From an optimization exercise on the open Yosys and OpenROAD flow, aimed at small area, a short achievable clock period and few clock cycles per item; shortcuts taken in it are not production practice. Function was checked by simulation only, so behaviour that the tests miss may differ from the original.

==> v18: inputs <==
Design amf_rx, start of the top module:
module amf_rx (
    input  wire        clk,
    input  wire        rst,
    input  wire        in_valid,
    output wire        in_ready,
    input  wire [31:0] sample,
    output reg         frm_valid,
    output wire [63:0] frm_payload,
    output reg         frm_crc_ok
);
    assign in_ready = 1'b1;
    reg        m_valid;
    reg [30:0] m_r;
    always @(posedge clk) begin
        m_valid <= in_valid & ~rst;
        if (in_valid)
            m_r <= sample[30:0];
    end
    reg        t_valid;
    reg [7:0]  t_e;
    reg [23:0] t_m;
    wire [7:0]  te_next;
    wire [23:0] tm_next;
    mul03 u_new (.x(m_r), .e(te_next), .m(tm_next));
    always @(posedge clk) begin
        t_valid <= m_valid & ~rst;
        if (m_valid) begin
            t_e <= te_next;
            t_m <= tm_next;
        end
    end
    reg  [30:0] smoothed;
    reg  [4:0]  decim_count;
    reg         fwd_valid;
    wire [30:0] smoothed_next;
  ...
Settings: LEC_CHECK=0, ABC_AREA=1, CAP_MARGIN=20, CORE_MARGIN=2, CORE_UTILIZATION=40, SLEW_MARGIN=20; clock period 35.0 ns.
run.sh (not shown) runs the stock make flow with config.mk's settings and CLKGATE_MAP_FILE= SYNTH_SCRIPT=/design/flow/synth_recipe.tcl, a recipe that flattens the netlist after the stock synthesis.
==> inputs of v25, as changes to v18 <==
- CAP_MARGIN: 20 -> 70
- SLEW_MARGIN: 20 -> 70
==> notes <==
- Hold slack: v25 is lower than v18 (0.0011 ns).
- Critical path depth: v18 is lower than v25 (1).
- Final cell count is about the same in v18 and v25.
- Against v25, the clock skew of v18 is lower by 0.0015 ns.
- In v18 the global-route usage is lower than in v25, by 0.15 points.
- In synthesized area, v25 and v18 do not differ.
- Core utilization: v18 is lower than v25 (0.94 points).
- Between v18 and v25, the lower wire length is in v18 (gap about 0.32%, measured against v25).
- v25 completed without violations. v18 completed with no timing, DRC or antenna violations.
- Of v18 and v25, v25 has the higher non-clock buffer count (gap 10).
==> figures <==
metric                                                                 v18           v25
Detail Route met2 WL                                             58,380 um     58,650 um
Antenna violations before repair                                         0             1
Top achievable clock speed                                       74.35 MHz     77.84 MHz
Levels on crit path                                                     62            63
Met1 Routed Length                                               61,670 um     61,000 um
Vias in the first global route                                      36,410        36,670
Non-Clock Buffer Count                                                 112           122
Fill cell total of the finished layout                              10,330        10,240
Fin crit period                                                   13.45 ns      12.85 ns
Reg2Reg Setup Slack                                               21.55 ns      22.15 ns
Maximum number of pins on one net before global-route repair            87            66
Reg-to-Reg Start                                              smoothed[23]  smoothed[30]
Layout cells sized above 1                                         0.03088       0.05154
CP Buf/Inv Count                                                        14            15
Fraction of area in multi-input gates                               0.6987        0.6991
Placed wire-length estimate after detailed placement            107,600 um    108,500 um
Routed wire length                                              130,900 um    131,300 um
Worst hold margin                                                0.4671 ns     0.4660 ns
Outcome                                   no timing/DRC/antenna violations  no timing/DRC/antenna violations
Testbench counts of v18, summed over its fixed seeds: cycles 882,746, items 882,746.
Testbench counts of v25, summed over its fixed seeds: cycles 882,746, items 882,746.

---

==> tundra: inputs <==
Another version of the RTL of amf_rx (not shown whole).
## amf_rx
module amf_rx (
    input  wire        clk,
    input  wire        rst,
    input  wire        in_valid,
    output wire        in_ready,
    input  wire [31:0] sample,
    output reg         frm_valid,
    output wire [63:0] frm_payload,
    output reg         frm_crc_ok
);
    assign in_ready = 1'b1;
    reg        m_valid;
    reg [25:0] m_x2;             
    reg [7:0]  m_er;             
    wire [25:0] x2_next;
    wire [7:0]  er_next;
    mul03_pre u_pre (.x(sample[30:0]), .mx2(x2_next), .er(er_next));
    always @(posedge clk) begin
        m_valid <= in_valid & ~rst;
        m_x2    <= x2_next;
        m_er    <= er_next;
    end
    reg        t_valid;
    reg [7:0]  t_e;
    reg [23:0] t_m;
    wire [7:0]  te_next;
    wire [23:0] tm_next;
    mul03 u_new (.mx2(m_x2), .er(m_er), .e(te_next), .m(tm_next));
    always @(posedge clk) begin
        t_valid <= m_valid & ~rst;
        t_e     <= te_next;
        t_m     <= tm_next;
    end
    reg  [30:0] smoothed;
    reg         smoothed_h;      
    wire        smoothed_h_next;
    reg  [4:0]  decim_count;
    reg         fwd_valid;
    wire [30:0] smoothed_next;
    filt_step u_filt (.s(smoothed), .hs(smoothed_h), .te(t_e), .tm(t_m),
                      .y(smoothed_next), .hy(smoothed_h_next));
    always @(posedge clk) begin
  ...
==> module mul03, before the edit <==
module mul03 (
    input  wire [25:0] mx2,
    input  wire [7:0]  er,
    output wire [7:0]  e,
    output wire [23:0] m
);
    wire [29:0] b9  = {4'd0, mx2} + {1'b0, mx2, 3'b000};
    wire [33:0] b153 = {4'd0, b9} + {b9, 4'd0};
    wire [49:0] q   = {16'd0, b153} + {8'd0, b153, 8'd0} + {b153, 16'd0} + {24'd0, mx2};
    wire [23:0] mt  = q[48:25];
    wire        g   = q[24];
    wire        st  = |mx2[22:0];                 
    wire        inc = g & (st | mt[0]);
    wire [24:0] mr  = {1'b0, mt} + {24'd0, inc};
    assign m = mr[24] ? 24'h800000 : mr[23:0];
    assign e = mr[24] ? er + 8'd1 : er;
endmodule
export LEC_CHECK = 0
export ABC_AREA = 1
export CAP_MARGIN = 20
export CORE_MARGIN = 2
export CORE_UTILIZATION = 40
export GPL_ROUTABILITY_DRIVEN = 0
export SLEW_MARGIN = 20
create_clock -name core_clock -period 35.0 [get_ports {clk}]
standard.sh (not shown) runs the stock make flow with config.mk's settings and CLKGATE_MAP_FILE= SYNTH_SCRIPT=/design/flow/synth_recipe.tcl, a recipe that flattens the netlist after the stock synthesis.
==> flow/flow/run.sh <==
#!/bin/bash
# The standard layout, with two changes to how it is made:
#  - Yosys's synth runs without its early ABC pass (SYNTH_ARGS=-noabc), so
#    that the full adders are found before the logic is remapped and do not
#    need inverters around them; the final ABC mapping is unchanged;
#  - repair_timing is asked for extra setup slack so that the gates on the
#    filter loop are sized for speed.
# The SDC (clock period, I/O delays) is the standard flow's own and is not touched.
set -euo pipefail
export SETUP_SLACK_MARGIN=26
export MAKEFLAGS="SYNTH_ARGS=-noabc"
bash standard.sh > standard.log 2>&1
==> inputs of raven, as changes to tundra <==
--- a/flow/design.v
+++ b/flow/design.v
@@ -624,5 +624,4 @@
     wire        inc = g & (st | mt[0]);
-    wire [24:0] mr  = {1'b0, mt} + {24'd0, inc};
-    assign m = mr[24] ? 24'h800000 : mr[23:0];
-    assign e = mr[24] ? er + 8'd1 : er;
+    assign m = mt + {23'd0, inc};
+    assign e = er;
 endmodule
- GPL_ROUTABILITY_DRIVEN: 0 -> default
==> inputs of cedar, as changes to tundra <==
==> flow/flow/run.sh (replaced) <==
#!/bin/bash
# The standard layout, with repair_timing asked for extra setup slack so
# that the gates on the filter loop are sized for speed.  The SDC (clock
# period, I/O delays) is the standard flow's own and is not touched.
set -euo pipefail
export SETUP_SLACK_MARGIN=26
bash standard.sh > standard.log 2>&1
- ABC_AREA: 1 -> 0
- GPL_ROUTABILITY_DRIVEN: 0 -> default
==> inputs of nickel, as changes to tundra <==
==> flow/flow/run.sh (replaced) <==
#!/bin/bash
# The standard layout, with repair_timing asked for extra setup slack so
# that the gates on the filter loop are sized for speed.  The SDC (clock
# period, I/O delays) is the standard flow's own and is not touched.
set -euo pipefail
export SETUP_SLACK_MARGIN=26
bash standard.sh > standard.log 2>&1
- CORE_UTILIZATION: 40 -> 60
- GPL_ROUTABILITY_DRIVEN: 0 -> default
==> notes <==
- nickel finished clean. tundra completed with no timing, DRC or antenna violations. raven completed without violations. cedar finished with timing, DRC and antenna clean.
- Against tundra, the final area of cedar is larger by about 12%.
- The lowest clock-buffer cell count belongs to cedar, the highest to raven.
Testbench counts of tundra, summed over its fixed seeds: cycles 882,746, items 882,746.
Testbench counts of raven, summed over its fixed seeds: cycles 882,746, items 882,746.
Testbench counts of cedar, summed over its fixed seeds: cycles 882,746, items 882,746.
Testbench counts of nickel, summed over its fixed seeds: cycles 882,746, items 882,746.

-- what the ideal ports hide --
The flow's constraints put no driver on any port. The routed layouts listed below were extracted and timed again, unchanged, in two steps.
Step 1 (the two cells are an assumption about what drives the block):
set clk [get_ports {clk}]
set_driving_cell -lib_cell sky130_fd_sc_hd__clkbuf_16 $clk
set_driving_cell -lib_cell sky130_fd_sc_hd__buf_2 [delete_from_list [all_inputs] $clk]
Step 2, shift: input delay + t, output delay - t, t = (earliest + latest rising clock arrival at the registers) / 2. This alone moves slack from input paths to output paths.
Slacks: ideal / step 1 / step 2; pairs: ideal / step 1.
| run | t (ns) | setup WS [ns] | worst hold slack (ns) | latest minus earliest clock arrival (ns) | pins driven straight from the clock port |
|---|---|---|---|---|---|
| v18 | 0.632 | 21.551 / 21.551 / 21.551 | 0.467 / 0.467 / 0.467 | 0.018 / 0.018 | 1 |
| v25 | 0.636 | 22.153 / 22.153 / 22.153 | 0.466 / 0.466 / 0.466 | 0.018 / 0.018 | 1 |
| tundra | 0.631 | 26.139 / 26.169 / 25.539 | 0.407 / 0.407 / 0.407 | 0.019 / 0.019 | 1 |
| raven | 0.637 | 26.163 / 26.201 / 25.563 | 0.326 / 0.326 / 0.326 | 0.016 / 0.017 | 1 |
| cedar | 0.620 | 25.576 / 25.576 / 25.076 | 0.438 / 0.438 / 0.438 | 0.017 / 0.018 | 1 |
| nickel | 0.649 | 26.092 / 26.125 / 25.477 | 0.421 / 0.421 / 0.421 | 0.040 / 0.039 | 1 |
After both steps setup and hold are still met in every run listed. The setup slack of nickel, which loses most, moves by +0.033 ns with the drivers and by -0.615 ns with both steps.
